This is an optimization exercise on Yosys and OpenROAD, whose aim is small area, a short achievable clock period and few clock cycles, not a production implementation.
RTL that was checked went through simulation tests only; none was proved equivalent to the original.
Power and IR drop assume default switching activity.

Design kw26_core, start of the top module:
module kw26_core (
    input  wire        clk,
    input  wire        rst,           
    input  wire        cmd_valid,
    output wire        cmd_ready,
    input  wire [99:0] cmd,
    output reg         out_valid,
    output reg  [7:0]  out_data,
    output reg         resp_valid,
    output reg  [3:0]  resp_status
);
    localparam [3:0] OP_KEY_LOAD   = 4'h1,
                     OP_KS_STEP    = 4'h2,
                     OP_KS_ADVANCE = 4'h3,
                     OP_KS_PEEK    = 4'h4,
                     OP_MSG_START  = 4'h5,
                     OP_ENC        = 4'h6,
                     OP_DEC        = 4'h7;
    localparam [3:0] ST_OK        = 4'd0,
                     ST_INVKEY    = 4'd1,
                     ST_ENCODING  = 4'd3,
                     ST_ILLEGAL   = 4'd4,
                     ST_SEQUENCE  = 4'd5;
    localparam [4:0] CODE_LTRS = 5'd31,
                     CODE_FIGS = 5'd27;
  ...
make LEC_CHECK=0 CAP_MARGIN=20 CORE_MARGIN=2 CORE_UTILIZATION=50 PLACE_DENSITY=0.7 SETUP_SLACK_MARGIN=5 SLEW_MARGIN=20 finish   # period 8.0 ns
run.sh (not shown) runs the stock make flow with config.mk's settings and CLKGATE_MAP_FILE= SYNTH_SCRIPT=/design/flow/synth_recipe.tcl, a recipe that flattens the netlist after the stock synthesis.
Testbench counts at the start, summed over its fixed seeds: cycles 1,203.
Change:
--- a/flow/config.mk
+++ b/flow/config.mk
@@ -9,4 +9,4 @@
 export CORE_MARGIN = 2
-export CORE_UTILIZATION = 50
-export PLACE_DENSITY = 0.7
+export CORE_UTILIZATION = 55
+export PLACE_DENSITY = 0.72
 export SETUP_SLACK_MARGIN = 5
Critical path depth came out higher by 2.
Count of clock-buffer cells in the layout came out lower by 5.
Maximum frequency came out lower by about 4.6%.
Hold slack gets better by 0.0091 ns.
First-iteration DRC count came out lower by 6.5%.
Total power came out lower by 1.5%.
Routed wire length came out lower by 2.0%.
Global-route usage came out higher by 2.4 points.
Die area came out lower by 8.9%.
Synthesized area is unchanged.

---

kw26_core, a different RTL version from the one above (not shown whole).
Size: roughly 3300 cells after synthesis, about 370 flip-flops, ~120 I/O pins.
==> flow/config.mk <==
export PLATFORM = sky130hd
export DESIGN_NAME = kw26_core
export DESIGN_NICKNAME = kw26_core
export VERILOG_FILES = /design/flow/design.v
export SDC_FILE = /design/flow/constraint.sdc
export NUM_CORES = 4
export LEC_CHECK = 0
export CAP_MARGIN = 20
export CORE_MARGIN = 2
export CORE_UTILIZATION = 55
export PLACE_DENSITY = 0.65
export SETUP_SLACK_MARGIN = 5
export SLEW_MARGIN = 20
==> flow/constraint.sdc <==
create_clock -name core_clock -period 8.0 [get_ports {clk}]
set_input_delay 1.6000 -clock core_clock [delete_from_list [all_inputs] [get_ports {clk}]]
set_output_delay 1.6000 -clock core_clock [all_outputs]
set_load 0.01 [all_outputs]
Testbench counts at the start, summed over its fixed seeds: cycles 1,227.
Rerun with:
CORE_UTILIZATION = 50   (was 55)
PLACE_DENSITY = 0.7   (was 0.65)
Outcome: The new run finished clean. Global-route usage is lower by 6.4 points. Non-clock buffer count is lower by 29. Critical path depth is higher by 2. Final area is lower by 0.86%. Worst setup slack gets better by 10 ps. Wire length is lower by 6.7%. Total power is lower by 2.4%. Sequential power hardly moves. Clock skew barely changes.
Rerun with:
CORE_UTILIZATION = 62   (was 50)
PLACE_DENSITY = 0.8   (was 0.7)
The changed run finished with timing, DRC and antenna clean.
Core utilization is higher by 14 points.
Register-to-register slack is worse by 160 ps.
Worst setup slack is worse by 130 ps.
Global-route usage is higher by 8.5 points.
Combinational power is higher by about 3%.
Design area barely changes.
Clock power is about the same.
Routed wire length is higher by 1.4%.
Rerun with:
CORE_UTILIZATION = 55   (was 62)
PLACE_DENSITY = 0.72   (was 0.8)
After rerunning: The new run produced a clean layout. Die area is higher by 12%. Total power drops by 0.45%. Design area climbs by 0.65%. Critical path depth rises by 1. Routed wire length rose by 1.4%. Maximum frequency came out higher by 5.4%. Core utilization came out lower by 7.8 points. Area after synthesis stays the same.

---

Another version of the RTL of kw26_core (not shown whole).
==> flow/design.v (excerpt) <==
module kw26_core (
    input  wire        clk,
    input  wire        rst,           
    input  wire        cmd_valid,
    output wire        cmd_ready,
    input  wire [99:0] cmd,
    output reg         out_valid,
    output reg  [7:0]  out_data,
    output reg         resp_valid,
    output reg  [3:0]  resp_status
);
Settings: LEC_CHECK=0, CAP_MARGIN=20, CORE_MARGIN=2, CORE_UTILIZATION=40, PLACE_DENSITY=0.6, SETUP_SLACK_MARGIN=3.5, SLEW_MARGIN=20; clock period 8.0 ns.
The first run ran to the end with no violations.
Change:
Settings changed: SETUP_SLACK_MARGIN 3.5 to 4.5.
=>
- flip-flop and latch count stays the same
- final cell count rises by about 1.8%
- setup slack is better by 0.72 ns
- clock-buffer cell count rose by 3
- utilization grows by 2.2 points
- non-clock buffer count rose by 66
- global-route usage went up by 0.46 points
- clock skew falls by 0.014 ns
No functional check of the RTL was part of any run of this note.

## re-timing with driven ports
The flow's constraints put no driver on any port. The routed layouts listed below were extracted and timed again, unchanged, in two steps. Step 1 sets driving cells, clkbuf_16 on the clock port and buf_2 on the other inputs (assumed; they add their load-dependent delay and slew). Step 2, shift: input delay + t, output delay - t, t = (earliest + latest rising clock arrival at the registers) / 2. This alone moves slack from input paths to output paths. Three values: ideal ports, drivers, drivers and shift; two values: the first two.
| run | shift t [ns] | setup slack, ns | latest minus earliest clock arrival (ns) | slew at the worst register clock pin (ns) | cell pins on the clock port's net |
|---|---|---|---|---|---|
| the first run of note 1 | 0.659 | 4.952 / 4.989 / 4.329 | 0.029 / 0.029 | 0.07 / 0.07 | 1 |
| the second run of note 1 | 0.653 | 4.806 / 4.763 / 4.110 | 0.036 / 0.036 | 0.07 / 0.07 | 1 |
| the first run of note 2 | 0.662 | 4.940 / 4.983 / 4.321 | 0.026 / 0.026 | 0.07 / 0.07 | 1 |
| the second run of note 2 | 0.656 | 4.950 / 4.980 / 4.331 | 0.030 / 0.030 | 0.07 / 0.07 | 1 |
| the third run of note 2 | 0.654 | 4.825 / 4.825 / 4.380 | 0.027 / 0.028 | 0.07 / 0.07 | 1 |
| the fourth run of note 2 | 0.666 | 4.988 / 4.972 / 4.349 | 0.053 / 0.053 | 0.07 / 0.07 | 1 |
| the first run of note 3 | 0.661 | 3.559 / 3.582 / 2.921 | 0.051 / 0.051 | 0.07 / 0.07 | 1 |
| the second run of note 3 | 0.667 | 4.283 / 4.283 / 3.734 | 0.043 / 0.044 | 0.07 / 0.07 | 1 |
After both steps every run listed still meets setup and hold. For the second run of note 1, which loses most, drivers alone change the setup slack by -0.043 ns; drivers and shift together by -0.696 ns.
